This design comes from an exercise in tuning for small area, a short achievable clock period and few clock cycles on the open sky130 flow, not from production work.
Function was checked by simulation only, so behaviour that the tests miss may differ from the original.

==> flow/design.v, too long to show whole: its modules and the start of the top module <==
// module bk_add_32: 127 lines
// module bk_add_64: 253 lines
// module bk_add_65: 257 lines
// module bk_add_70: 273 lines
// module mspfc_scale_alu: 319 lines
module mspfc_scale_alu (
    input  wire        clk,
    input  wire        rst,
    input  wire        in_valid,
    output wire        in_ready,
    input  wire        in_unpack,
    input  wire [2:0]  in_ty,
    input  wire        in_rnd,
    input  wire [63:0] in_v,
    input  wire [63:0] in_s,
    input  wire [63:0] in_o,
    input  wire [31:0] in_n,
    output reg         out_valid,
    output wire [2:0]  out_status,
    output wire [63:0] out_data
);
  // ...
==> flow/run.sh <==
#!/bin/bash
# synth_recipe.tcl (not shown) runs the flow's synth.tcl, then flattens the netlist and writes it again
# the make line also repeats each setting of config.mk as NAME=value (left out here)
make -C /OpenROAD-flow-scripts/flow DESIGN_CONFIG=/design/flow/config.mk WORK_HOME=/design/flow/orfs CLKGATE_MAP_FILE= SYNTH_SCRIPT=/design/flow/synth_recipe.tcl finish
==> flow/config.mk <==
export PLATFORM = sky130hd
export DESIGN_NAME = mspfc_scale_alu
export DESIGN_NICKNAME = mspfc_scale_alu
export VERILOG_FILES = /design/flow/design.v
export SDC_FILE = /design/flow/constraint.sdc
export NUM_CORES = 4
export LEC_CHECK = 0
export CAP_MARGIN = 20
export CORE_MARGIN = 2
export CORE_UTILIZATION = 55
export SETUP_SLACK_MARGIN = 3.5
export SLEW_MARGIN = 20
==> flow/constraint.sdc <==
create_clock -name core_clock -period 11.0 [get_ports {clk}]
set_input_delay 2.2000 -clock core_clock [delete_from_list [all_inputs] [get_ports {clk}]]
set_output_delay 2.2000 -clock core_clock [all_outputs]
set_load 0.01 [all_outputs]
==> impl_metrics.tcl, run 1 <==
set metrics [dict create \
    status "no timing/DRC/antenna violations" \
    clk_latency_ns 0.73 \
    post_cts_resized 192 \
    hold_path.class "register to register" \
    core_sq_mm 0.105 \
    grtUsageMet1 0.536 \
    highest_layer "met5" \
    placement.cell_area_sq_mm 0.0624 \
    period_share 0.682 \
    final-clk-cell-share 0.0304 \
    fin_area_sq_mm 0.0668 \
    hold_path_end "ty_h[2]" \
    layout_min_cycle_time_ns 7.50 \
    layout-drive-gt1-share 0.0999 \
    cts_tree "built" \
    wl_mm 230 \
    maxCapViolations 0 \
    grt_pass1_wl_mm 335 \
    post_synth_xor_area_fraction 0.0998 \
    setup_viol 0 \
    route.met2.wl_mm 98.4 \
    synth_simple_gate_area_share 0.167 \
    grt_usage 0.410 \
    syn-num-nets 8126 \
    n_antenna_cell 8 \
    multi_input_area_sq_mm 0.0452 \
    drv_slew 0 \
    cp.arrival_ns 7.92 \
    use_met3 0.0803 \
    synth_commonest_cells "nand2_1, ha_1, nor2_1" \
    yosys.area.top_type_share 0.123 \
    critPathKind "input port to register" \
    critical_path_depth 26 \
    cp_top_family "compound AO/OA/AOI/OAI gates" \
]
Testbench counts, summed over its fixed seeds: cycles 9,689.
==> run 2: changes to the inputs <==
--- a/flow/config.mk
+++ b/flow/config.mk
@@ -10,3 +10,3 @@
 export CORE_UTILIZATION = 55
-export SETUP_SLACK_MARGIN = 3.5
+export SETUP_SLACK_MARGIN = 3.75
 export SLEW_MARGIN = 20
==> run 2 against run 1 <==
  * Still clean on timing, DRC and antenna
  * Register-to-register slack lost 0.05 ns
  * Utilization is 1.7 points higher
  * Cell area rose by 2.7%
  * Sequential cell count unchanged
  * Clock skew increased by 0.0056 ns
  * Routed wire length up 2.1%
  * Final cell count is 0.98% higher
  * Hold slack improved by 0.059 ns
  * Sequential share of layout area is 0.44 points lower
  * Via count rose by 1.5%
  * Highest routed layer unchanged
==> impl_metrics.tcl, run 2 <==
set metrics [dict create \
    die-height_microns 329 \
    grt_pass1_vias 53600 \
    yosysTopAreaCell "ha_1" \
    critPathKind "register to register" \
    placement.cell_area_sq_mm 0.0625 \
    io_buffers 300 \
    die_area_sq_mm 0.109 \
    num_io_pins 301 \
    cp-startpoint "op_unpack" \
    largest_reg_flops 66 \
    cts_buffers 56 \
    dp_hpwl_mm 182 \
    status "no timing/DRC/antenna violations" \
    postSynthCellCount 7046 \
    worstSetupStartpointType "register" \
    clockBufferDepth 3 \
    die_w_microns 329 \
    layout_setup_ws_ns 3.52 \
    layout_common_cells "nand2_1, ha_1, nor2_1" \
    cts_hold_buf 0 \
    hold_violations 0 \
    layout_commonest_cell "nand2_1" \
    wl_per_cell_microns 26.8 \
    path_clk_slew_ns 0.07 \
    wl_mm 235 \
    setup_tns_ns 0 \
    rows 119 \
    yosys-top-cells-area "ha_1, dfxtp_1, fa_1" \
    ant_nets 0 \
    clk_latency_ns 0.71 \
    r2r_cells 30 \
    start_util 0.554 \
    hold_path.class "register to register" \
    synth_seq_area_share 0.191 \
    critPathMaxStageDelay_ns 0.56 \
    holdPathStages 0 \
    core_sq_mm 0.105 \
    grt_max_degree 132 \
    grt_usage 0.418 \
    cpMaxStageDelayCell "fa_1" \
    cp.required_ns 11.61 \
    fillerInstances 9110 \
    synth_most_common_cell "nand2_1" \
    layout-drive-gt1-share 0.122 \
    yosys.area.top_type_share 0.123 \
    globalplace.congestion 1.04 \
    drv_slew 0 \
    cp.arrival_ns 8.09 \
    syn_area_per_cell_sq_um 8.27 \
    r2r_end "res[33]" \
    regToRegSetupSlack_ns 3.52 \
    maxCapViolations 0 \
    synth-edff-count 167 \
    largest_register "acc" \
    cts_tree "built" \
    synth-main-ff-cell "dfxtp_1" \
    root_buffer "clkbuf_16" \
    drc 0 \
    num_vias 56900 \
    ys_seq_elements 473 \
    grt_pass1_wl_mm 341 \
    highest_layer "met5" \
    route.met2.wl_mm 101 \
    min_from "ty[1]" \
    grt_overflow 0 \
    worst_pin_slew_ns 1.21 \
    layout_min_cycle_time_ns 7.48 \
    fmax_mhz 134 \
    ys_async_sr_fraction 0 \
    nNetsFinal 8385 \
    drt_iter0_markers 6402 \
    holdWs_ns 0.423 \
    cts.sinks 473 \
    fin_skew_ns 0.0799 \
    wl_met1_mm 91.3 \
    wl_met3_mm 22.9 \
    place_ws_ns 1.28 \
    viasPerCell 6.51 \
    syn-num-nets 8126 \
    rsz0062_at_grt "true" \
    synth_area_sq_mm 0.0583 \
    fin_area_sq_mm 0.0686 \
    period_share 0.680 \
    syn_to_final_growth_pct 17.7 \
    setup_viol 0 \
    hold_path_end "ty_h[1]" \
    ys_types 107 \
    critical_path.max_fanout 5 \
    antenna_found_initial 12 \
    relSlewSlack 0.190 \
    h-tree-depth 2 \
    timing.rr.start "op_unpack" \
    yosysWarningCount 1 \
    worst_setup_path_end_kind "register" \
    synth_commonest_cells "nand2_1, ha_1, nor2_1" \
    first_pass_iters 6 \
]
## run 2: cell types whose count changed in the layout (fill, tap and decap cells not counted), moves of 10 or more
cell             change
buf_4               +44
buf_6               +23
clkdlybuf4s50_1     -23
ha_4                +15
buf_2               +14
ha_1                -14
clkbuf_2            -13
o21ai_0             -12
nor2_1              -11
a21oi_1             -10
a21oi_2             +10
o21ai_1             +10
## run 2: final cells by class
class	instances	area, sq um	share of cell area
multi-input cells	5692	46000	0.671
flip-flops and latches	473	11100	0.163
repair buffers	573	5660	0.0826
inverters	509	1950	0.0285
well taps	1391	1740	0.0254
clock buffers	71	1530	0.0223
clock inverters	35	513	0.00748
diodes	5	12.5	0.000182
## run 2: worst max-delay path by stage
stage               endpoint  slack (ns)  cells past startpoint
floorplan             rn[10]       -1.48                     14
global placement      k3[24]        1.33                     27
detailed placement    k3[24]        1.28                     26
CTS                  res[33]        3.48                     32
global route         res[33]        3.34                     30
finish               res[33]        3.52                     30
## run 2: cell families after synthesis
logic type                 count (synthesis)  synth area share
AOI/OAI and AO/OA                       1879             0.208
xor gates and xnor gates                 652            0.0998
adders and majority gates                848             0.218
buffers and inverters                    888            0.0590
DFF                                      473             0.191
muxes                                    300            0.0573
other                                      1         0.0000644
and+or+nand+nor                         2005             0.167
## run 2: stage by stage
| stage | instances | util |
|---|---|---|
| 4_1_cts | 8687 | 0.639 |
| 3_3_place_gp | 8438 | 0.595 |
| 2_1_floorplan | 7046 | - |
| 5_1_grt | 8745 | 0.652 |
| 3_5_place_dp | 8438 | 0.595 |
| 6_report | 8749 | 0.652 |
## run 2: timing repair
item / in CTS / in global routing
gates cloned: 11 / 5
endpoints found under the setup margin: 265 / 214
setup buffers: 132 / 52
pin swaps: 95 / 77
gates resized for setup: 385 / 267
## run 2: routing by layer
metal  global-route usage  vias up
li1                     -    25700
met4                0.284        8
met2                0.633     3328
met1                0.541    27200
met5                    0        -
met3               0.0774      741
## run 2: critical path, delay by kind of cell (launching register included)
| family | cells | cell delay [ns] |
|---|---|---|
| fa+ha+maj | 5 | 2.25 |
| simple gates | 12 | 2.16 |
| compound gates | 10 | 1.91 |
| buf+inv | 3 | 0.58 |
| flops | 1 | 0.51 |
==> run 3: changes to the inputs <==
--- a/flow/config.mk
+++ b/flow/config.mk
@@ -9,4 +9,4 @@
 export CORE_MARGIN = 2
-export CORE_UTILIZATION = 55
-export SETUP_SLACK_MARGIN = 3.75
+export CORE_UTILIZATION = 45
+export SETUP_SLACK_MARGIN = 3.5
 export SLEW_MARGIN = 20
==> run 3 against run 2 <==
  * Utilization shrank 13 points
  * Critical endpoint unchanged
  * Die area grew 22%
  * Fmax shrank 0.52%
  * Non-clock buffer count shrank 22
  * Via count shrank 1.9%
  * Sequential share of layout area grew 0.14 points
  * Final cell count grew 3.8%
  * Routed wire length grew 4.1%
  * Synthesized cell count is the same
==> impl_metrics.tcl, run 3 <==
set metrics [dict create \
    ys_async_sr_fraction 0 \
    die_w_microns 364 \
    layout_commonest_cell "nand2_1" \
    synth-main-ff-cell "dfxtp_1" \
    status "no timing/DRC/antenna violations" \
    clockBufferDepth 3 \
    drv_slew 0 \
    globalplace.congestion 1.03 \
    period_share 0.684 \
    drt_iter0_markers 5882 \
    h-tree-depth 2 \
    num_io_pins 301 \
    ant_nets 0 \
    setup_viol 0 \
    ys_seq_elements 473 \
    synth_area_sq_mm 0.0583 \
    rows 132 \
    grt_overflow 0 \
    layout_common_cells "nand2_1, ha_1, nor2_1" \
    dp_hpwl_mm 193 \
    critical_path.max_fanout 28 \
    cp_common_cell "fa_1" \
    synth-edff-count 167 \
    drc 0 \
    grt_pass1_wl_mm 351 \
    cp.required_ns 11.57 \
    syn_area_per_cell_sq_um 8.27 \
    worst_setup_path_end_kind "register" \
    path_clk_slew_ns 0.06 \
    cp.arrival_ns 8.09 \
    grt_max_degree 126 \
    hold_path.class "register to register" \
    yosys-top-cells-area "ha_1, dfxtp_1, fa_1" \
    worstSetupStartpointType "register" \
    die_area_sq_mm 0.132 \
    critPathKind "register to register" \
    fin_skew_ns 0.0214 \
    largest_register "acc" \
    critPathMaxStageDelay_ns 0.61 \
    core_sq_mm 0.129 \
    rsz0062_at_grt "true" \
    regToRegSetupSlack_ns 3.48 \
    antenna_found_initial 15 \
    grt_pass1_vias 53200 \
    die-height_microns 364 \
    first_pass_iters 7 \
    cts_tree "built" \
    nNetsFinal 8364 \
    worst_pin_slew_ns 1.18 \
    num_vias 55900 \
    synth_seq_area_share 0.191 \
    start_util 0.452 \
    dp_cells 8795 \
    yosysWarningCount 1 \
    layout-drive-gt1-share 0.109 \
    cts_buffers 58 \
    fin_cells 9083 \
    cp_top_family "adder cells" \
    layout_min_cycle_time_ns 7.52 \
    cp-startpoint "acc[65]" \
    fmax_mhz 133 \
    hold_violations 0 \
    synth_most_common_cell "nand2_1" \
    syn_to_final_growth_pct 16.6 \
    wl_per_cell_microns 26.9 \
    synth_commonest_cells "nand2_1, ha_1, nor2_1" \
    ys_types 107 \
    yosys.area.top_type_share 0.123 \
    relSlewSlack 0.202 \
    wl_mm 244 \
    cts.sinks 473 \
    syn-num-nets 8126 \
    cp_cell_sequence "nor2b_4 -> buf_4 -> buf_6 -> xnor2_1 -> a22oi_2 -> fa_1 -> fa_1 -> inv_1 -> fa_1 -> ha_1 -> nand4_1 -> or4_1 -> o21ba_4 -> buf_4 -> fa_1 -> xor2_1 -> inv_1 -> or4_1 -> nor4_2 -> a21oi_2 -> o31a_1" \
    postSynthCellCount 7046 \
    root_buffer "clkbuf_16" \
    clk_latency_ns 0.68 \
    grt_usage 0.355 \
    cpMaxStageDelayCell "or4_1" \
    timing.rr.start "acc[65]" \
    largest_reg_flops 66 \
    path_buf_inv 5 \
    min_from "ty[1]" \
    io_buffers 300 \
    holdWs_ns 0.344 \
    yosysTopAreaCell "ha_1" \
    setup_tns_ns 0 \
    viasPerCell 6.15 \
    maxCapViolations 0 \
]
## run 3: changes by cell type in the layout (fill, tap and decap cells not counted), moves of 10 or more
cell | before | now
a21oi_1 | 453 | 463
buf_2 | 17 | 5
buf_6 | 36 | 17
clkbuf_2 | 5 | 15
clkdlybuf4s50_1 | 219 | 250
dlymetal6s2s_1 | 35 | 14
o21ai_0 | 346 | 364
o21ai_1 | 42 | 31
## run 3: timing repair
action | in CTS | in global routing
hold buffers | 0 | 0
pin swaps | 49 | 101
gates cloned | 7 | 3
setup endpoints to repair | 237 | 181
buffers inserted | 101 | 60
gates resized for setup | 219 | 209
## run 3: metal layers
metal,up-vias,share of wire,wire [microns],GRT usage
met4,14,0.075,18300,0.229
met2,2754,0.44,109000,0.560
li1,25600,-,-,-
met1,26800,0.40,98200,0.453
met3,614,0.078,19100,0.0553
met5,-,0.00037,91,0
## run 3: area by class of cell
class	instances	area (sq um)
antenna	9	22.5
clock buffer	76	1640
clock inverter	32	377
fill	12100	61000
inverter	509	1960
multi-input combinational	5691	45400
sequential	473	11100
tap	1742	2180
timing repair buffer	551	5220
## run 3: stage by stage
| step | utilization | setup slack, ns | cell area (sq um) |
|---|---|---|---|
| floorplan | - | -1.48 | 58800 |
| global placement | 0.488 | 1.26 | 63000 |
| detailed placement | 0.488 | 1.21 | 63000 |
| CTS | 0.517 | 3.50 | 66700 |
| global route | 0.527 | 3.21 | 67900 |
| finish | 0.527 | 3.48 | 67900 |
## run 3: final timing paths
| check | endpoint | depth (start not counted) |
|---|---|---|
| hold reg to reg | ty_h[1] | 0 |
| setup / recovery | res[33] | 21 |
| hold / removal | ty_h[1] | 0 |
| setup reg to reg | res[33] | 21 |
## run 3: logic make-up (layout without fill, tap and decap cells)
logic type | count (synthesis) | after routing | share of synthesized area
adders and majority gates | 848 | 848 | 0.218
muxes | 300 | 300 | 0.0573
buffers and inverters | 888 | 1168 | 0.0590
and+or+nand+nor | 2005 | 2009 | 0.167
xor gates and xnor gates | 652 | 652 | 0.0998
other | 1 | 10 | 0.0000644
AOI/OAI and AO/OA | 1879 | 1881 | 0.208
DFF | 473 | 473 | 0.191
==> run 4: changes to the inputs <==
--- a/flow/config.mk
+++ b/flow/config.mk
@@ -9,3 +9,3 @@
 export CORE_MARGIN = 2
-export CORE_UTILIZATION = 45
+export CORE_UTILIZATION = 50
 export SETUP_SLACK_MARGIN = 3.5
==> run 4 against run 3 <==
  * Final cell count down 2.6%
  * First-iteration DRC count is 6.5% higher
  * Still clean
  * Highest routed layer unchanged
  * Clock skew up 0.058 ns
  * Critical path type unchanged
  * Non-clock buffer count fell by 21
  * Critical endpoint unchanged
  * Global-route usage is 3.3 points higher
==> impl_metrics.tcl, run 4 <==
set metrics [dict create \
    layout_commonest_cell "nand2_1" \
    synth_seq_area_share 0.191 \
    cts.sinks 473 \
    largest_reg_flops 66 \
    fillerInstances 10700 \
    antenna_found_initial 12 \
    io_buffers 300 \
    place_ws_ns 1.25 \
    worst_pin_slew_ns 1.33 \
    worst_setup_path_end_kind "register" \
    synth_most_common_cell "nand2_1" \
    grt_pass1_vias 53500 \
    synth-edff-count 167 \
    die_area_sq_mm 0.119 \
    drt_iter0_markers 6267 \
    wl_per_cell_microns 27.3 \
    yosysWarningCount 1 \
    layout_setup_ws_ns 3.48 \
    drv_slew 0 \
    hold_path.class "register to register" \
    hold_violations 0 \
    num_vias 56100 \
    holdWs_ns 0.434 \
    die-height_microns 345 \
    cts_tree "built" \
    cts_buffers 58 \
    setup_viol 0 \
    postSynthCellCount 7046 \
    grt_pass1_wl_mm 351 \
    nNetsFinal 8347 \
    synth_commonest_cells "nand2_1, ha_1, nor2_1" \
    post-route-util 0.581 \
    layout_common_cells "nand2_1, ha_1, nor2_1" \
    period_share 0.683 \
    synth-main-ff-cell "dfxtp_1" \
    syn_area_per_cell_sq_um 8.27 \
    num_io_pins 301 \
    synth_area_sq_mm 0.0583 \
    dp_hpwl_mm 191 \
    fmax_mhz 133 \
    relSlewSlack 0.110 \
    fin_area_sq_mm 0.0673 \
    syn-num-nets 8126 \
    drc 0 \
    ys_async_sr_fraction 0 \
    largest_register "acc" \
    h-tree-depth 2 \
    start_util 0.503 \
    cp.required_ns 11.61 \
    maxCapViolations 0 \
    status "no timing/DRC/antenna violations" \
    setup_tns_ns 0 \
    path_clk_slew_ns 0.07 \
    critPathKind "register to register" \
    layout-drive-gt1-share 0.104 \
    yosysTopAreaCell "ha_1" \
    globalplace.congestion 1.03 \
    ys_types 107 \
    clockBufferDepth 3 \
    cp.arrival_ns 8.12 \
    fin_skew_ns 0.0795 \
    viasPerCell 6.34 \
    grt_max_degree 97 \
    yosys.area.top_type_share 0.123 \
    clk_latency_ns 0.72 \
    placement.cell_area_sq_mm 0.0627 \
    die_w_microns 345 \
    critical_path.max_fanout 16 \
    yosys-top-cells-area "ha_1, dfxtp_1, fa_1" \
    syn_to_final_growth_pct 15.5 \
    rsz0062_at_grt "true" \
    worstSetupStartpointType "register" \
    grt_overflow 0 \
    core_sq_mm 0.116 \
    first_pass_iters 6 \
    grt_usage 0.389 \
    root_buffer "clkbuf_16" \
    ys_seq_elements 473 \
    wl_mm 241 \
    rows 125 \
    ant_nets 0 \
    layout_min_cycle_time_ns 7.52 \
]
run 4: cell counts after synthesis:
Identical to the previous run, type by type.
run 4: cell families after synthesis:
group | synth area share
AND/OR/NAND/NOR | 0.167
AO/OA/AOI/OAI | 0.208
buffers and inverters | 0.0590
adder cells (fa/ha/maj) | 0.218
XOR/XNOR | 0.0998
flip-flops | 0.191
multiplexers | 0.0573
other | 0.0000644
run 4: critical path, cell delays in order (launching register included):
cell      delay [ns]
dfxtp_4         0.39
nor2b_4         0.15
buf_12          0.16
buf_16          0.17
xnor2_1         0.59
a22oi_1         0.21
fa_1            0.57
inv_1           0.05
fa_1            0.39
fa_1            0.50
ha_1            0.35
a21oi_1         0.14
o21ai_0         0.15
a221oi_1        0.59
nor2_1          0.07
o21ai_0         0.26
a32oi_1         0.17
o21ba_2         0.33
inv_1           0.08
fa_1            0.43
xor2_1          0.24
nor3_2          0.16
nand2_1         0.10
nor4_4          0.27
nand4_1         0.21
nor4_2          0.31
a21oi_1         0.10
o31a_1          0.25
run 4: per-stage QoR:
step | std cells
finish | 8849
global route | 8846
CTS | 8778
detailed placement | 8573
global placement | 8573
floorplan | 7046
run 4: worst paths after layout:
check | from | to | slack [ns] | depth (start not counted)
setup / recovery | acc[65] | res[33] | 3.48 | 27
hold / removal | ty[2] | ty_h[2] | 0.43 | 0
setup reg to reg | acc[65] | res[33] | 3.48 | 27
hold reg to reg | ty[2] | ty_h[2] | 0.43 | 0
run 4: cell type report:
type | count | area (sq um) | area share
Clock inverter | 35 | 453 | 0.00673
Multi-Input combinational cell | 5695 | 45200 | 0.672
Inverter | 509 | 1960 | 0.0291
Timing Repair Buffer | 530 | 5000 | 0.0742
Tap cell | 1524 | 1910 | 0.0283
Sequential cell | 473 | 11200 | 0.166
Antenna cell | 9 | 22.5 | 0.000335
Clock buffer | 74 | 1580 | 0.0235
run 4: routing by layer:
| metal | global-route usage | vias up | part of all wire |
|---|---|---|---|
| met4 | 0.245 | 4 | 0.073 |
| met3 | 0.0602 | 597 | 0.084 |
| met2 | 0.607 | 2859 | 0.44 |
| met1 | 0.504 | 27000 | 0.40 |
| li1 | - | 25600 | - |
| met5 | 0 | - | 0.00010 |
run 4: what timing repair did:
| action | 4_1_cts | 5_1_grt |
|---|---|---|
| resized for setup | 201 | 230 |
| pin swaps | 47 | 58 |
| gates cloned | 10 | 2 |
| buffers inserted | 86 | 60 |
| hold buffers | 0 | 0 |
| setup endpoints to repair | 209 | 159 |
==> run 5: changes to the inputs <==
--- a/flow/config.mk
+++ b/flow/config.mk
@@ -7,6 +7,7 @@
 export LEC_CHECK = 0
-export CAP_MARGIN = 20
+export CAP_MARGIN = 10
 export CORE_MARGIN = 2
-export CORE_UTILIZATION = 50
+export CORE_UTILIZATION = 55
 export SETUP_SLACK_MARGIN = 3.5
-export SLEW_MARGIN = 20
+export SLEW_MARGIN = 10
+export TNS_END_PERCENT = 20
==> run 5 against run 4 <==
  * First-iteration DRC count grew 4.6%
  * Fmax shrank 1.0%
  * Still clean
  * Die area shrank 9.0%
==> impl_metrics.tcl, run 5 <==
set metrics [dict create \
    syn_area_per_cell_sq_um 8.27 \
    globalplace.congestion 1.03 \
    worstSetupStartpointType "input port" \
    yosysTopAreaCell "ha_1" \
    largest_register "acc" \
    cp.required_ns 11.37 \
    ant_nets 0 \
    synth_commonest_cells "nand2_1, ha_1, nor2_1" \
    relSlewSlack 0.211 \
    rsz0062_at_grt "true" \
    layout_commonest_cell "nand2_1" \
    viasPerCell 6.51 \
    largest_reg_flops 66 \
    die_w_microns 329 \
    cts_buffers 54 \
    drt_iter0_markers 6556 \
    wl_per_cell_microns 26.7 \
    postSynthCellCount 7046 \
    synth-main-ff-cell "dfxtp_1" \
    fmax_mhz 132 \
    ys_async_sr_fraction 0 \
    dp_hpwl_mm 183 \
    num_vias 56700 \
    setup_viol 0 \
    critPathKind "input port to register" \
    status "no timing/DRC/antenna violations" \
    die-height_microns 329 \
    yosysWarningCount 1 \
    cp_common_cell "a21oi_2" \
    rows 119 \
    syn_to_final_growth_pct 14.9 \
    critPathMaxStageDelay_ns 0.61 \
    critical_path.max_fanout 8 \
    io_buffers 300 \
    h-tree-depth 2 \
    layout_min_cycle_time_ns 7.60 \
    synth_most_common_cell "nand2_1" \
    worst_setup_path_end_kind "register" \
    drv_slew 0 \
    grt_pass1_wl_mm 340 \
    holdWs_ns 0.354 \
    die_area_sq_mm 0.109 \
    path_clk_slew_ns 0.06 \
    first_pass_iters 7 \
    ys_types 107 \
    root_buffer "clkbuf_16" \
    clk_latency_ns 0.69 \
    grt_overflow 0 \
    layout-drive-gt1-share 0.0993 \
    grt_pass1_vias 53700 \
    cts_hold_buf 0 \
    syn-num-nets 8126 \
    cts_tree "built" \
    wl_mm 233 \
    worst_pin_slew_ns 1.17 \
    synth_seq_area_share 0.191 \
    synth_area_sq_mm 0.0583 \
    layout_common_cells "nand2_1, ha_1, nor2_1" \
    hold_path.class "register to register" \
    period_share 0.690 \
    clockBufferDepth 3 \
    nNetsFinal 8341 \
    start_util 0.554 \
    cpMaxStageDelayCell "or4_4" \
    drc 0 \
    cts.sinks 473 \
    grt_max_degree 118 \
    synth-edff-count 167 \
    yosys.area.top_type_share 0.123 \
    yosys-top-cells-area "ha_1, dfxtp_1, fa_1" \
    antenna_found_initial 11 \
    num_io_pins 301 \
    grt_usage 0.415 \
    maxCapViolations 0 \
    hold_violations 0 \
    fin_skew_ns 0.0670 \
    ys_seq_elements 473 \
    cp.arrival_ns 7.97 \
    core_sq_mm 0.105 \
]
## run 5: cells by family (layout without fill, tap and decap cells)
group           count (synthesis)  in the layout  synth area share
compound gates               1879           1880             0.208
fa+ha+maj                     848            848             0.218
flops                         473            473             0.191
buf+inv                       888           1139            0.0590
xor+xnor                      652            652            0.0998
mux                           300            300            0.0573
simple gates                 2005           2010             0.167
other cells                     1             10         0.0000644
## run 5: stage by stage
step / setup WS [ns] / area (sq um) / cells / util / setup TNS [ns]
2_1_floorplan: -1.48 / 58500 / 7046 / - / -130.26
3_3_place_gp: 0.834 / 62400 / 8455 / 0.593 / 0
3_5_place_dp: 0.738 / 62400 / 8455 / 0.593 / 0
4_1_cts: 3.36 / 66000 / 8643 / 0.627 / 0
5_1_grt: 3.22 / 66900 / 8697 / 0.637 / 0
6_report: 3.40 / 67000 / 8703 / 0.637 / 0
## run 5: repair_timing
item	in CTS	in global routing
cloned	11	1
buffers inserted	79	50
pin swaps	47	58
gates resized for setup	237	151
setup endpoints to repair	223	177
## run 5: worst max-delay path: cells and delay by family
kind                       cells  cell delay [ns]
AOI/OAI and AO/OA             15             2.81
xor gates and xnor gates       1             0.10
adders and majority gates      3             0.87
buffers and inverters          3             0.58
and+or+nand+nor                4             1.38
## run 5: worst paths after layout
kind / to / depth (start not counted) / slack, ns / startpoint
hold / removal: ty_h[0] / 0 / 0.35 / ty[0]
setup reg to reg: res[30] / 24 / 3.42 / t8[1]
hold reg to reg: ty_h[0] / 0 / 0.35 / ty[0]
setup / recovery: k3[22] / 26 / 3.40 / in_s[4]
## run 5: final cells by class
| cell class | instances | area [sq um] |
|---|---|---|
| Multi-Input combinational cell | 5691 | 45100 |
| Fill cell | 9150 | 38200 |
| Sequential cell | 473 | 11100 |
| Timing Repair Buffer | 532 | 5070 |
| Inverter | 509 | 1940 |
| Tap cell | 1391 | 1740 |
| Clock buffer | 75 | 1610 |
| Clock inverter | 23 | 284 |
| Antenna cell | 9 | 22.5 |
## run 5: per-layer routing
layer	routed length, microns	vias up	part of all wire	GRT usage
met2	99200	3186	0.43	0.626
met4	19800	2	0.085	0.293
met1	91100	27200	0.39	0.541
li1	-	25600	-	-
met3	22700	747	0.097	0.0695
met5	11	-	0.000047	0
==> run 6: changes to the inputs <==
--- a/flow/config.mk
+++ b/flow/config.mk
@@ -7,7 +7,6 @@
 export LEC_CHECK = 0
-export CAP_MARGIN = 10
+export CAP_MARGIN = 20
 export CORE_MARGIN = 2
 export CORE_UTILIZATION = 55
-export SETUP_SLACK_MARGIN = 3.5
-export SLEW_MARGIN = 10
-export TNS_END_PERCENT = 20
+export SETUP_SLACK_MARGIN = 3.4
+export SLEW_MARGIN = 20
==> run 6 against run 5 <==
  * Global-route usage shrank 0.25 points
  * Die area is the same
  * Count of clock-buffer cells in the layout shrank 3
  * Still clean on timing, DRC and antenna
  * Critical path type is now register to register
  * Sequential share of layout area grew 0.10 points
  * Via count shrank 0.77%
  * Worst setup slack gained 0.016 ns
  * Cell area shrank 0.64%
==> impl_metrics.tcl, run 6 <==
set metrics [dict create \
    status "no timing/DRC/antenna violations" \
    worstSetupStartpointType "register" \
    timing.rr.start "t8[2]" \
    num_io_pins 301 \
    hold_path.class "register to register" \
    syn_area_per_cell_sq_um 8.27 \
    fmax_mhz 132 \
    cts_tree "built" \
    largest_register "acc" \
    cts.sinks 473 \
    grt_max_degree 140 \
    synth_seq_area_share 0.191 \
    synth_area_sq_mm 0.0583 \
    holdPathStages 0 \
    holdWs_ns 0.347 \
    syn_to_final_growth_pct 14.2 \
    viasPerCell 6.49 \
    fillerInstances 9285 \
    synth-main-ff-cell "dfxtp_1" \
    fin_skew_ns 0.0664 \
    layout_setup_ws_ns 3.42 \
    r2r_cells 31 \
    setup_tns_ns 0 \
    worst_setup_path_end_kind "register" \
    period_share 0.689 \
    die_w_microns 329 \
    drt_iter0_markers 6568 \
    drv_slew 0 \
    h-tree-depth 2 \
    critical_path.max_fanout 67 \
    wl_mm 231 \
    root_buffer "clkbuf_16" \
    layout-drive-gt1-share 0.0933 \
    drc 0 \
    regToRegSetupSlack_ns 3.42 \
    cp-startpoint "t8[2]" \
    multi_input_area_sq_mm 0.0449 \
    rows 119 \
    path_clk_slew_ns 0.07 \
    grt_overflow 0 \
    ant_nets 0 \
    dp_hpwl_mm 181 \
    min_from "ty[2]" \
    yosys.area.top_type_share 0.123 \
    r2r_end "res[33]" \
    critPathMaxStageDelay_ns 0.50 \
    seq_area_sq_mm 0.0111 \
    io_buffers 300 \
    hold_path_end "ty_h[2]" \
    setup_viol 0 \
    clockBufferDepth 3 \
    nNetsFinal 8311 \
    first_pass_iters 9 \
    antenna_found_initial 12 \
    globalplace.congestion 1.04 \
    cp.required_ns 11.61 \
    yosysWarningCount 1 \
    clk_latency_ns 0.71 \
    yosys-top-cells-area "ha_1, dfxtp_1, fa_1" \
    core_sq_mm 0.105 \
    grt_pass1_vias 53100 \
    cp_common_cell "fa_1" \
    largest_reg_flops 66 \
    num_vias 56200 \
    ys_seq_elements 473 \
    grt_usage 0.412 \
    grt_pass1_wl_mm 337 \
    layout_common_cells "nand2_1, ha_1, nor2_1" \
    postSynthCellCount 7046 \
    cts_buffers 55 \
    yosysTopAreaCell "ha_1" \
    ys_async_sr_fraction 0 \
    relSlewSlack 0.247 \
    place_ws_ns 1.22 \
    synth_most_common_cell "nand2_1" \
    syn-num-nets 8126 \
    die-height_microns 329 \
    maxCapViolations 0 \
    synth-edff-count 167 \
    hold_violations 0 \
    wl_per_cell_microns 26.6 \
    rsz0062_at_grt "true" \
    start_util 0.554 \
    critPathKind "register to register" \
    layout_min_cycle_time_ns 7.58 \
    cp.arrival_ns 8.19 \
    cpMaxStageDelayCell "fa_1" \
    worst_pin_slew_ns 1.13 \
    synth_commonest_cells "nand2_1, ha_1, nor2_1" \
    die_area_sq_mm 0.109 \
    ys_types 107 \
    layout_commonest_cell "nand2_1" \
]
run 6: changes by cell type in the layout (fill, tap and decap cells not counted), sizes merged, moves of 2 or more:
cell	before	now
diode	9	3
dlygate4sd2	14	6
buf	232	209
bufinv	3	9
bufbuf	5	2
clkinvlp	5	9
dlymetal6s2s	5	1
clkdlybuf4s15	3	1
clkbuf	86	91
run 6: layout make-up:
type                       instances  share of cell area
multi-input combinational       5691               0.675
sequential                       473               0.168
timing repair buffer             501              0.0715
inverter                         509              0.0293
tap                             1391              0.0262
clock buffer                      72              0.0229
clock inverter                    32             0.00765
antenna                            3            0.000113
run 6: critical path: cells and delay by family, from the launching register on:
kind                     cells  cell delay, ns
adder cells (fa/ha/maj)      5            2.09
buffers and inverters        6            0.79
AO/OA/AOI/OAI               11            2.08
XOR/XNOR                     1            0.31
AND/OR/NAND/NOR              8            1.79
flip-flops                   1            0.40
run 6: stage by stage:
| step | std cells | cell area, sq um | util |
|---|---|---|---|
| after global routing | 8672 | 66500 | 0.633 |
| after global placement | 8434 | 62400 | 0.594 |
| after detailed placement | 8434 | 62400 | 0.594 |
| final | 8672 | 66500 | 0.633 |
| after CTS | 8614 | 65600 | 0.624 |
| after floorplan | 7046 | 58800 | - |
run 6: logic make-up (layout without fill, tap and decap cells):
| logic type | Yosys count | count (layout) | share of synthesized area |
|---|---|---|---|
| xor+xnor | 652 | 652 | 0.0998 |
| flops | 473 | 473 | 0.191 |
| buf+inv | 888 | 1114 | 0.0590 |
| mux | 300 | 300 | 0.0573 |
| simple gates | 2005 | 2010 | 0.167 |
| compound gates | 1879 | 1880 | 0.208 |
| other cells | 1 | 4 | 0.0000644 |
| fa+ha+maj | 848 | 848 | 0.218 |
run 6: worst max path at each step:
stage | endpoint | slack (ns)
finish | res[33] | 3.42
detailed placement | k3[24] | 1.22
global placement | k3[24] | 1.33
floorplan | rn[10] | -1.48
CTS | res[33] | 3.24
global route | res[33] | 3.18
run 6: timing repair:
action / 4_1_cts / 5_1_grt
hold buffers: 0 / 0
pin swaps: 26 / 49
setup buffers: 69 / 51
endpoints found under the setup margin: 200 / 163
resized for setup: 175 / 166
cloned: 7 / 4
run 6: layer usage:
layer	share of wire	wire, microns	GRT usage
met4	0.083	19100	0.284
met3	0.096	22200	0.0722
met2	0.42	98000	0.619
met5	0.00012	27	0
met1	0.40	91500	0.541
==> module mspfc_scale_alu, before the edit <==
module mspfc_scale_alu (
    input  wire        clk,
    input  wire        rst,
    input  wire        in_valid,
    output wire        in_ready,
    input  wire        in_unpack,
    input  wire [2:0]  in_ty,
    input  wire        in_rnd,
    input  wire [63:0] in_v,
    input  wire [63:0] in_s,
    input  wire [63:0] in_o,
    input  wire [31:0] in_n,
    output reg         out_valid,
    output wire [2:0]  out_status,
    output wire [63:0] out_data
);
    localparam integer W = 24;        
    localparam [2:0] ST_OK    = 3'd0;
    localparam [2:0] ST_ARG   = 3'd2;
    localparam [2:0] ST_RANGE = 3'd5;
    localparam [1:0] S_IDLE = 2'd0;
    localparam [1:0] S_RUN  = 2'd1;
    localparam [1:0] S_FIN  = 2'd2;
    reg  [1:0]  state;
    reg         first;       
    reg  [6:0]  cnt;
    reg  [3:0]  dig;         
    reg         op_unpack;
    reg  [2:0]  ty;
    reg         rnd;
    reg         bad;
    reg         neg;         
    reg         dneg;        
    reg         narrow;      
    reg  [2:0]  t8;
    reg  [64:0] a;           
    reg  [63:0] k;           
    reg  [W+1:0] k3;         
    reg         big;         
    reg  [65:0] acc;         
    reg  [W-1:0] rn;         
    reg  [64:0] q;           
    wire fin     = (state == S_FIN);
    wire run     = (state == S_RUN);
    wire pk_last = run && !op_unpack && (cnt[3:0] == {t8[1:0], 1'b0} + {t8[2], 3'b000});
    wire up_last = run && op_unpack && (cnt == 7'd0);
    assign in_ready = (state == S_IDLE) || fin || pk_last || up_last;
    wire accept  = in_valid && in_ready;
    wire        s_neg  = in_s[63];
    wire        s_zero = (in_s == 64'd0);
    wire        ty_bad = (in_ty[2:1] == 2'd3);
    wire        i_bad  = s_zero || ty_bad;
    wire [2:0]  i_t8 = (in_s[7:0]   != 8'd0) ? 3'd0 :
                       (in_s[15:8]  != 8'd0) ? 3'd1 :
                       (in_s[23:16] != 8'd0) ? 3'd2 :
                       (in_s[31:24] != 8'd0) ? 3'd3 : 3'd4;
    wire [63:0] s_x    = in_s ^ {64{s_neg}};       
    wire [63:0] s_mag;
    wire        s_mag_co;
    bk_add_64 u_smag (.a(s_x), .b(64'd0), .cin(s_neg), .s(s_mag), .cout(s_mag_co));
    reg         i_narrow;
    reg         i_one;
    reg  [W-1:0] i_kx;
    always @(*) begin
        case (i_t8)
            3'd0:    begin i_narrow = (s_x[63:W]    == 0) && !(s_neg && &s_x[W-1:0]);
                           i_one    = s_neg ? (s_x == 64'h0)        : (in_s == 64'h1);
                           i_kx     = s_x[W-1:0];    end
            3'd1:    begin i_narrow = (s_x[63:W+8]  == 0) && !(s_neg && &s_x[W+7:0]);
                           i_one    = s_neg ? (s_x == 64'hFF)       : (in_s == 64'h100);
                           i_kx     = s_x[W+7:8];    end
            3'd2:    begin i_narrow = (s_x[63:W+16] == 0) && !(s_neg && &s_x[W+15:0]);
                           i_one    = s_neg ? (s_x == 64'hFFFF)     : (in_s == 64'h10000);
                           i_kx     = s_x[W+15:16];  end
            3'd3:    begin i_narrow = (s_x[63:W+24] == 0) && !(s_neg && &s_x[W+23:0]);
                           i_one    = s_neg ? (s_x == 64'hFFFFFF)   : (in_s == 64'h1000000);
                           i_kx     = s_x[W+23:24];  end
            default: begin i_narrow = (s_x[63:W+32] == 0) && !(s_neg && &s_x[W+31:0]);
                           i_one    = s_neg ? (s_x == 64'hFFFFFFFF) : (in_s == 64'h100000000);
                           i_kx     = s_x[W+31:32];  end
        endcase
    end
    wire [W-1:0] i_kn  = i_kx + {{(W-1){1'b0}}, s_neg};
    wire [W+1:0] i_k3  = {2'b00, i_kx} + {1'b0, i_kx, 1'b0} + {24'd0, s_neg, s_neg};
    wire [15:0] s_nz;
    genvar g;
    generate
        for (g = 0; g < 16; g = g + 1) begin : g_nz
            assign s_nz[g] = |s_mag[4*g+3:4*g];
        end
    endgenerate
    reg  [3:0]  i_hid;
    integer     j;
    always @(*) begin
        i_hid = 4'd0;
        for (j = 1; j < 16; j = j + 1)
            if (s_nz[j]) i_hid = j;
    end
    wire [3:0]  i_dig  = s_mag[{i_hid, 2'b00} +: 4];
    wire [15:0] x_nz;
    wire [15:0] x_one;
    generate
        for (g = 0; g < 16; g = g + 1) begin : g_x
            assign x_nz[g]  = |s_x[4*g+3:4*g];
            assign x_one[g] = (s_x[4*g+3:4*g] == 4'd1);
        end
    endgenerate
    reg  [3:0]  x_hid;
    reg         x_top1;      
    always @(*) begin
        x_hid  = 4'd0;
        x_top1 = x_one[0] || !x_nz[0];
        for (j = 1; j < 16; j = j + 1)
            if (x_nz[j]) begin
                x_hid  = j;
                x_top1 = x_one[j];
            end
    end
    wire [4:0]  i_cr   = {1'b0, x_hid} - {2'b00, i_t8[1:0], 1'b0} - {4'd0, x_top1};
    wire        i_csk  = !i_cr[4] && !i_t8[2] && !(&i_t8[1:0]);
    wire [3:0]  i_c    = i_csk ? i_cr[3:0] : 4'd0;
    wire [64:0] d;
    wire        d_co;
    bk_add_65 u_d (.a({in_v[63], in_v}), .b(~{in_o[63], in_o}), .cin(1'b1), .s(d), .cout(d_co));
    wire        d_neg  = d[64];
    reg  [31:0] n_ext;
    always @(*) begin
        case (in_ty[2:1])
            2'd0:    n_ext = {{24{in_ty[0] & in_n[7]}},  in_n[7:0]};
            2'd1:    n_ext = {{16{in_ty[0] & in_n[15]}}, in_n[15:0]};
            default: n_ext = in_n;
        endcase
    end
    wire        n_neg  = in_ty[0] & n_ext[31];
    wire [31:0] n_mag;
    wire        n_mag_co;
    bk_add_32 u_nmag (.a(n_ext ^ {32{n_neg}}), .b(32'd0), .cin(n_neg), .s(n_mag), .cout(n_mag_co));
    wire [52:0] n_sk   = {20'd0, n_mag, 1'b0} << {i_c[2:0], 2'b00};
    reg  [87:0] rq_ld;
    always @(*) begin
        case (in_ty[2:1])
            2'd0:    rq_ld = {n_sk[28:0], 59'd0} >> 3;
            2'd1:    rq_ld = {n_sk[36:0], 51'd0} >> 3;
            default: rq_ld = {n_sk, 35'd0} >> 3;
        endcase
    end
    reg  [64:0] q_ld;
    reg  [W-1:0] r_ld;
    always @(*) begin
        r_ld = {W{1'b0}};
        if (i_one)                   
            q_ld = {32'd0, n_mag, 1'b0} << (6'd32 - {i_t8, 3'b000});
        else if (!i_narrow)          
            q_ld = {1'b0, n_mag, 32'd0};
        else begin
            q_ld = {1'b0, rq_ld[63:0]};
            r_ld = rq_ld[87:64];
        end
    end
    reg  [6:0]  i_dcnt;
    reg  [4:0]  w2p7;
    always @(*) begin
        case (in_ty[2:1])
            2'd0:    w2p7 = 5'd9;
            2'd1:    w2p7 = 5'd11;
            default: w2p7 = 5'd15;
        endcase
        if (!i_narrow)
            i_dcnt = 7'd65;
        else if (i_csk)
            i_dcnt = {2'b00, w2p7 - {1'b0, x_hid} + {4'd0, x_top1}};
        else
            i_dcnt = {2'b00, w2p7 - {1'b0, i_t8, 1'b0}};
    end
    wire [65:0] acc_in = first ? 66'd0 : acc;
    wire        wneg   = acc_in[65];
    wire        wbit   = q[63];
    wire [3:0]  pdig   = op_unpack ? 4'd0 : dig;
    wire [69:0] op1    = op_unpack ? {{3{wneg}}, acc_in, wbit} : {acc_in, (dneg ? pdig : 4'd0)};
    wire [69:0] pp0    = op_unpack ? ({6'd0, k} ^ {70{!wneg}}) : (pdig[0] ? {5'd0, a} : 70'd0);
    wire [69:0] pp1    = pdig[1] ? {4'd0, a, 1'b0} : 70'd0;
    wire [69:0] pp2    = pdig[2] ? {3'd0, a, 2'b0} : 70'd0;
    wire [69:0] pp3    = pdig[3] ? {2'd0, a, 3'b0} : 70'd0;
    reg  [69:0] rc;          
    always @(*) begin
        rc = {69'd0, op_unpack && !wneg};
        if (pk_last && !rnd)
            case (t8)
                3'd0:    rc[31] = 1'b1;
                3'd1:    rc[23] = 1'b1;
                3'd2:    rc[15] = 1'b1;
                3'd3:    rc[7]  = 1'b1;
                default: rc = 70'd0;
            endcase
    end
    wire [69:0] cs1s   = op1 ^ pp0 ^ pp1;
    wire [69:0] cs1c   = ((op1 & pp0) | (op1 & pp1) | (pp0 & pp1)) << 1;
    wire [69:0] cs2s   = pp2 ^ pp3 ^ rc;
    wire [69:0] cs2c   = ((pp2 & pp3) | (pp2 & rc) | (pp3 & rc)) << 1;
    wire [69:0] cs3s   = cs1s ^ cs1c ^ cs2s;
    wire [69:0] cs3c   = ((cs1s & cs1c) | (cs1s & cs2s) | (cs1c & cs2s)) << 1;
    wire [69:0] cs4s   = cs3s ^ cs3c ^ cs2c;
    wire [69:0] cs4c   = ((cs3s & cs3c) | (cs3s & cs2c) | (cs3c & cs2c)) << 1;
    wire [69:0] msum;
    wire        msum_co;
    bk_add_70 u_msum (.a(cs4s), .b(cs4c), .cin(1'b0), .s(msum), .cout(msum_co));
    wire [W-1:0] kn  = k[W-1:0];
    wire [W+1:0] nt0 = {rn, q[63:62]};
    wire [W+2:0] s01 = {1'b0, nt0} - {3'b000, kn};
    wire [W+2:0] s02 = {1'b0, nt0} - {2'b00, kn, 1'b0};
    wire [W+2:0] s03 = {1'b0, nt0} - {1'b0, k3};
    wire [1:0]   qd0 = !s03[W+2] ? 2'd3 : !s02[W+2] ? 2'd2 : !s01[W+2] ? 2'd1 : 2'd0;
    wire [W-1:0] nr0 = !s03[W+2] ? s03[W-1:0] : !s02[W+2] ? s02[W-1:0]
                     : !s01[W+2] ? s01[W-1:0] : nt0[W-1:0];
    wire [W+1:0] nt1 = {nr0, q[61:60]};
    wire [W+2:0] s11 = {1'b0, nt1} - {3'b000, kn};
    wire [W+2:0] s12 = {1'b0, nt1} - {2'b00, kn, 1'b0};
    wire [W+2:0] s13 = {1'b0, nt1} - {1'b0, k3};
    wire [1:0]   qd1 = !s13[W+2] ? 2'd3 : !s12[W+2] ? 2'd2 : !s11[W+2] ? 2'd1 : 2'd0;
    wire [W-1:0] nr  = !s13[W+2] ? s13[W-1:0] : !s12[W+2] ? s12[W-1:0]
                     : !s11[W+2] ? s11[W-1:0] : nt1[W-1:0];
    wire [64:0]  nq  = {q[60:0], qd0, qd1};
    wire [64:0] q_run  = narrow ? nq : {q[63:0], !first && !acc[65]};
    reg  [64:0] res;         
    reg  [63:0] o_h;
    reg         up_h;        
    reg         bad_h;
    reg         neg_h;
    reg  [2:0]  ty_h;
    wire [66:0] up_s   = {{2{o_h[63]}}, o_h, res[0]} + {neg_h, neg_h, res};
    wire [65:0] up_r   = up_s[66:1];
    wire        up_ovf = (up_r[65:63] != 3'b000) && (up_r[65:63] != 3'b111);
    reg  [32:0] pk_w;
    reg         pk_hi;
    always @(*) begin
        case (t8)
            3'd0:    begin pk_w = msum[64:32]; pk_hi = |msum[69:65]; end
            3'd1:    begin pk_w = msum[56:24]; pk_hi = |msum[69:57]; end
            3'd2:    begin pk_w = msum[48:16]; pk_hi = |msum[69:49]; end
            3'd3:    begin pk_w = msum[40:8];  pk_hi = |msum[69:41]; end
            default: begin pk_w = msum[32:0];  pk_hi = |msum[69:33]; end
        endcase
    end
    wire [32:0] pk_n33 = res[32:0];
    wire        pk_big = (!first && big) || (acc_in[65:62] != 4'd0) || (msum[69:66] != 4'd0);
    reg  [32:0] pk_lim;
    always @(*) begin
        case (ty_h[2:1])
            2'd0:    pk_lim = neg_h ? (ty_h[0] ? 33'h80 : 33'd0)
                                    : (ty_h[0] ? 33'h7F : 33'hFF);
            2'd1:    pk_lim = neg_h ? (ty_h[0] ? 33'h8000 : 33'd0)
                                    : (ty_h[0] ? 33'h7FFF : 33'hFFFF);
            default: pk_lim = neg_h ? (ty_h[0] ? 33'h80000000 : 33'd0)
                                    : (ty_h[0] ? 33'h7FFFFFFF : 33'hFFFFFFFF);
        endcase
    end
    wire        pk_ovf = res[33] || (pk_n33 > pk_lim);
    wire [31:0] pk_n;
    wire        pk_n_co;
    bk_add_32 u_pkn (.a(pk_n33[31:0] ^ {32{neg_h}}), .b(32'd0), .cin(neg_h), .s(pk_n), .cout(pk_n_co));
    reg  [31:0] pk_bytes;
    always @(*) begin
        case (ty_h[2:1])
            2'd0:    pk_bytes = {24'd0, pk_n[7:0]};
            2'd1:    pk_bytes = {16'd0, pk_n[15:0]};
            default: pk_bytes = pk_n;
        endcase
    end
    assign out_status = !up_h ? (pk_ovf ? ST_RANGE : ST_OK)
                      : bad_h ? ST_ARG : up_ovf ? ST_RANGE : ST_OK;
    assign out_data   = !up_h ? (pk_ovf ? 64'd0 : {32'd0, pk_bytes})
                      : (bad_h || up_ovf) ? 64'd0 : up_r[63:0];
    always @(posedge clk) begin
        if (rst) begin
            state     <= S_IDLE;
            out_valid <= 1'b0;
        end else begin
            out_valid <= fin || pk_last || up_last;
            if (accept)
                state <= (i_bad || (in_unpack && i_one)) ? S_FIN : S_RUN;
            else if (fin || pk_last || up_last)
                state <= S_IDLE;
        end
        first <= accept;
        if (in_ready) begin
            op_unpack <= in_unpack;
            ty        <= in_ty;
            rnd       <= in_rnd;
            bad       <= i_bad;
            t8        <= i_t8;
            narrow    <= i_narrow;
            k         <= {s_mag[63:W], (in_unpack && i_narrow) ? i_kn : s_mag[W-1:0]};
            k3        <= i_k3;
            neg       <= in_unpack ? (n_neg ^ s_neg) : (d_neg ^ s_neg);
            dneg      <= d_neg;
            a         <= in_unpack ? {in_o[63], in_o} : (d ^ {65{d_neg}});
        end
        if (accept) begin
            rn  <= r_ld;
            q   <= q_ld;
            cnt <= in_unpack ? i_dcnt : {3'b000, i_hid};
            dig <= i_dig;
        end else begin
            rn  <= nr;
            q   <= q_run;
            cnt <= cnt - 7'd1;
            dig <= k[{cnt[3:0] - 4'd1, 2'b00} +: 4];
        end
        big <= pk_big;
        acc <= msum[65:0];
        res   <= pk_last ? {31'd0, pk_big || pk_hi, pk_w}
                 : (fin ? q : q_run) ^ {65{neg}};
        o_h   <= a[63:0];
        up_h  <= op_unpack || bad;
        bad_h <= bad;
        neg_h <= neg;
        ty_h  <= ty;
    end
endmodule
==> run 7: changes to the inputs <==
--- a/flow/design.v
+++ b/flow/design.v
@@ -1093,25 +1093,12 @@
     wire [69:0] pp3    = pdig[3] ? {2'd0, a, 3'b0} : 70'd0;
-    reg  [69:0] rc;          
-    always @(*) begin
-        rc = {69'd0, op_unpack && !wneg};
-        if (pk_last && !rnd)
-            case (t8)
-                3'd0:    rc[31] = 1'b1;
-                3'd1:    rc[23] = 1'b1;
-                3'd2:    rc[15] = 1'b1;
-                3'd3:    rc[7]  = 1'b1;
-                default: rc = 70'd0;
-            endcase
-    end
+    wire        wcin   = op_unpack && !wneg;     
     wire [69:0] cs1s   = op1 ^ pp0 ^ pp1;
     wire [69:0] cs1c   = ((op1 & pp0) | (op1 & pp1) | (pp0 & pp1)) << 1;
-    wire [69:0] cs2s   = pp2 ^ pp3 ^ rc;
-    wire [69:0] cs2c   = ((pp2 & pp3) | (pp2 & rc) | (pp3 & rc)) << 1;
-    wire [69:0] cs3s   = cs1s ^ cs1c ^ cs2s;
-    wire [69:0] cs3c   = ((cs1s & cs1c) | (cs1s & cs2s) | (cs1c & cs2s)) << 1;
-    wire [69:0] cs4s   = cs3s ^ cs3c ^ cs2c;
-    wire [69:0] cs4c   = ((cs3s & cs3c) | (cs3s & cs2c) | (cs3c & cs2c)) << 1;
+    wire [69:0] cs2s   = cs1s ^ cs1c ^ pp2;
+    wire [69:0] cs2c   = ((cs1s & cs1c) | (cs1s & pp2) | (cs1c & pp2)) << 1;
+    wire [69:0] cs3s   = cs2s ^ cs2c ^ pp3;
+    wire [69:0] cs3c   = ((cs2s & cs2c) | (cs2s & pp3) | (cs2c & pp3)) << 1;
     wire [69:0] msum;
     wire        msum_co;
-    bk_add_70 u_msum (.a(cs4s), .b(cs4c), .cin(1'b0), .s(msum), .cout(msum_co));
+    bk_add_70 u_msum (.a(cs3s), .b(cs3c), .cin(wcin), .s(msum), .cout(msum_co));
     wire [W-1:0] kn  = k[W-1:0];
@@ -1144,9 +1131,10 @@
     reg         pk_hi;
+    reg         pk_rb;
     always @(*) begin
         case (t8)
-            3'd0:    begin pk_w = msum[64:32]; pk_hi = |msum[69:65]; end
-            3'd1:    begin pk_w = msum[56:24]; pk_hi = |msum[69:57]; end
-            3'd2:    begin pk_w = msum[48:16]; pk_hi = |msum[69:49]; end
-            3'd3:    begin pk_w = msum[40:8];  pk_hi = |msum[69:41]; end
-            default: begin pk_w = msum[32:0];  pk_hi = |msum[69:33]; end
+            3'd0:    begin pk_w = msum[64:32]; pk_hi = |msum[69:65]; pk_rb = msum[31]; end
+            3'd1:    begin pk_w = msum[56:24]; pk_hi = |msum[69:57]; pk_rb = msum[23]; end
+            3'd2:    begin pk_w = msum[48:16]; pk_hi = |msum[69:49]; pk_rb = msum[15]; end
+            3'd3:    begin pk_w = msum[40:8];  pk_hi = |msum[69:41]; pk_rb = msum[7];  end
+            default: begin pk_w = msum[32:0];  pk_hi = |msum[69:33]; pk_rb = 1'b0;     end
         endcase
@@ -1154,2 +1142,3 @@
     wire [32:0] pk_n33 = res[32:0];
+    wire        pk_r   = res[34];      
     wire        pk_big = (!first && big) || (acc_in[65:62] != 4'd0) || (msum[69:66] != 4'd0);
@@ -1166,6 +1155,6 @@
     end
-    wire        pk_ovf = res[33] || (pk_n33 > pk_lim);
+    wire        pk_ovf = res[33] || (pk_r ? (pk_n33 >= pk_lim) : (pk_n33 > pk_lim));
     wire [31:0] pk_n;
     wire        pk_n_co;
-    bk_add_32 u_pkn (.a(pk_n33[31:0] ^ {32{neg_h}}), .b(32'd0), .cin(neg_h), .s(pk_n), .cout(pk_n_co));
+    bk_add_32 u_pkn (.a(pk_n33[31:0] ^ {32{neg_h}}), .b(32'd0), .cin(neg_h ^ pk_r), .s(pk_n), .cout(pk_n_co));
     reg  [31:0] pk_bytes;
@@ -1220,3 +1209,3 @@
         acc <= msum[65:0];
-        res   <= pk_last ? {31'd0, pk_big || pk_hi, pk_w}
+        res   <= pk_last ? {30'd0, pk_rb && !rnd, pk_big || pk_hi, pk_w}
                  : (fin ? q : q_run) ^ {65{neg}};
--- a/flow/config.mk
+++ b/flow/config.mk
@@ -9,4 +9,4 @@
 export CORE_MARGIN = 2
-export CORE_UTILIZATION = 55
-export SETUP_SLACK_MARGIN = 3.4
+export CORE_UTILIZATION = 60
+export SETUP_SLACK_MARGIN = 3.5
 export SLEW_MARGIN = 20
==> run 7 against run 6 <==
  * Largest cell class unchanged
  * Cell area is 0.99% higher
  * Sequential cell count stayed put
  * Highest routed layer unchanged
  * Non-clock buffer count is 46 higher
  * First-iteration DRC count is 15% higher
  * Sequential share of layout area is 0.16 points lower
  * Worst setup slack worse by 0.0074 ns
  * Utilization is 6.5 points higher
  * Clock skew is 0.024 ns higher
  * Critical endpoint is now rn[5]
  * Fmax hardly changed
==> impl_metrics.tcl, run 7 <==
set metrics [dict create \
    status "no timing/DRC/antenna violations" \
    place_ws_ns 1.26 \
    syn_to_final_growth_pct 15.6 \
    num_vias 57800 \
    use_met3 0.118 \
    clk_latency_ns 0.69 \
    relSlewSlack 0.226 \
    io_buffers 300 \
    post-route-util 0.698 \
    worst_pin_slew_ns 1.15 \
    ys_seq_elements 473 \
    fmax_mhz 132 \
    maxCapViolations 0 \
    period_share 0.690 \
    layout_commonest_cell "nand2_1" \
    drv_slew 0 \
    layout-drive-gt1-share 0.106 \
    die_area_sq_mm 0.0994 \
    largest_register "acc" \
    rsz0062_at_grt "true" \
    num_io_pins 301 \
    grtUsageMet1 0.555 \
    cts_buffers 55 \
    path_clk_slew_ns 0.07 \
    fillerInstances 7877 \
    wl_per_cell_microns 27.3 \
    synth-main-ff-cell "dfxtp_1" \
    grt_overflow 0 \
    holdWs_ns 0.345 \
    cts.sinks 473 \
    yosys.area.top_type_share 0.110 \
    die-height_microns 315 \
    antenna_found_initial 13 \
    ant_nets 0 \
    postSynthCellCount 7047 \
    syn_area_per_cell_sq_um 8.25 \
    critPathKind "input port to register" \
    top_usage_layer "met2" \
    first_pass_iters 9 \
    ys_types 110 \
    grt_pass1_wl_mm 340 \
    h-tree-depth 2 \
    wl_mm 235 \
    synth-edff-count 167 \
    globalplace.congestion 1.05 \
    ys_async_sr_fraction 0 \
    cts_tree "built" \
    cts_hold_buf 0 \
    fin_cells 8600 \
    dp_hpwl_mm 178 \
    drc 0 \
    nNetsFinal 8288 \
    setup_viol 0 \
    synth_area_sq_mm 0.0581 \
    cp.arrival_ns 8.10 \
    use_met2 0.685 \
    hold_violations 0 \
    largest_reg_flops 66 \
    yosysTopAreaCell "ha_1" \
    layout_min_cycle_time_ns 7.59 \
    grt_pass1_vias 54000 \
    grt_max_degree 71 \
    yosysWarningCount 1 \
    yosys-top-cells-area "ha_1, dfxtp_1, fa_1" \
    synth_seq_area_share 0.192 \
    drt_iter0_markers 7558 \
    grt_usage 0.454 \
    hold_path.class "register to register" \
    rows 114 \
    worstSetupStartpointType "input port" \
    core_sq_mm 0.0963 \
    layout_setup_ws_ns 3.41 \
    worst_setup_path_end_kind "register" \
    clockBufferDepth 3 \
    layout_common_cells "nand2_1, inv_1, nor2_1" \
    synth_commonest_cells "nand2_1, inv_1, ha_1" \
    synth_most_common_cell "nand2_1" \
    start_util 0.604 \
    viasPerCell 6.72 \
    cp.required_ns 11.52 \
    root_buffer "clkbuf_16" \
    critical_path.max_fanout 18 \
    syn-num-nets 8062 \
    fin_area_sq_mm 0.0672 \
    fin_skew_ns 0.0901 \
    placement.cell_area_sq_mm 0.0623 \
    die_w_microns 315 \
    dp_cells 8336 \
]
## run 7: cell types whose count changed in the layout (fill, tap and decap cells not counted), sizes merged, moves of 14 or more
cell,before,now
nand2,591,639
a21o,134,172
o2bb2ai,3,17
ha,572,511
nand3,122,139
buf,209,241
xor2,225,241
a22oi,75,92
a21oi,488,440
xnor2,420,389
o211ai,47,74
and2,193,126
inv,510,530
## run 7: stage by stage
stage | setup TNS [ns]
5_1_grt | 0
3_5_place_dp | 0
2_1_floorplan | -54.78
6_report | 0
3_3_place_gp | 0
4_1_cts | 0
## run 7: final cells by class
class	instances	area (sq um)	share of cell area
inverter	529	2040	0.0304
sequential	473	11100	0.166
clock buffer	73	1580	0.0235
multi-input combinational	5665	45000	0.670
clock inverter	30	360	0.00536
timing repair buffer	547	5400	0.0804
antenna	5	12.5	0.000186
tap	1276	1600	0.0238
timing repair inverter	2	13.8	0.000205
## run 7: final timing paths
| check | slack (ns) | depth (start not counted) | to | from |
|---|---|---|---|---|
| max | 3.41 | 22 | rn[5] | in_n[31] |
| min | 0.34 | 0 | ty_h[2] | ty[2] |
| max reg2reg | 3.45 | 22 | res[20] | op_unpack |
| min reg2reg | 0.34 | 0 | ty_h[2] | ty[2] |
## run 7: cell families after synthesis
logic type,Yosys count,synth area share
other,1,0.0000645
flip-flops,473,0.192
AO/OA/AOI/OAI,1933,0.219
AND/OR/NAND/NOR,1994,0.164
buffers and inverters,913,0.0615
XOR/XNOR,650,0.103
multiplexers,300,0.0570
adder cells (fa/ha/maj),783,0.204
## run 7: repair_timing
action / CTS / global route
pin swaps: 37 / 50
setup buffers: 78 / 58
endpoints found under the setup margin: 274 / 215
cloned: 10 / 8
resized for setup: 178 / 219
## run 7: worst max-delay path, cell delays in order
cell and delay, ns:
clkdlybuf4s50_1 0.45, buf_4 0.17, nand2b_1 0.12, o211ai_1 0.12
buf_6 0.20, clkinv_8 0.12, ha_2 0.23, or4b_1 0.45
or4_1 0.47, mux2i_2 0.26, and3_1 0.21, and2_1 0.18
nor3b_4 0.27, buf_4 0.15, ha_1 0.15, xnor2_1 0.50
mux2i_1 0.28, a21oi_2 0.27, o22ai_2 0.15, mux2_2 0.30
o211ai_1 0.59, o221ai_2 0.23
## run 7: layer usage
layer  wire, microns  share of wire
met3           26100           0.11
met2          101000           0.43
met5              56        0.00024
met4           22000          0.094
met1           85700           0.37
Testbench counts of run 7, summed over its fixed seeds: cycles 9,689.

## port drivers added, routing unchanged
No port has a modelled driver above. Below, the same layouts with a new extraction and two added sets of constraints. Step 1 sets driving cells, clkbuf_16 on the clock port and buf_2 on the other inputs (assumed; they add their load-dependent delay and slew). Step 2 also shifts input and output timing later by t, the mid clock arrival at the registers, as if the neighbouring blocks saw the same clock. Slacks: no drivers / after step 1 / after step 2; pairs: no drivers / after step 1.
run	t, ns	slack for setup (ns)	hold WS [ns]	latest minus earliest clock arrival (ns)
run 1	0.764	3.498 / 3.513 / 2.767	0.364 / 0.364 / 0.364	0.075 / 0.075
run 2	0.745	3.521 / 3.521 / 2.872	0.423 / 0.423 / 0.423	0.080 / 0.080
run 3	0.758	3.481 / 3.481 / 2.819	0.344 / 0.344 / 0.344	0.023 / 0.023
run 4	0.763	3.484 / 3.470 / 2.839	0.434 / 0.434 / 0.434	0.079 / 0.080
run 5	0.730	3.405 / 3.412 / 2.723	0.354 / 0.354 / 0.354	0.069 / 0.068
run 6	0.756	3.420 / 3.359 / 2.739	0.347 / 0.347 / 0.347	0.070 / 0.071
run 7	0.716	3.413 / 3.451 / 2.738	0.345 / 0.345 / 0.345	0.091 / 0.091
After both steps every run listed still meets setup and hold. For run 1, which loses most, drivers alone change the setup slack by +0.015 ns; drivers and shift together by -0.731 ns.
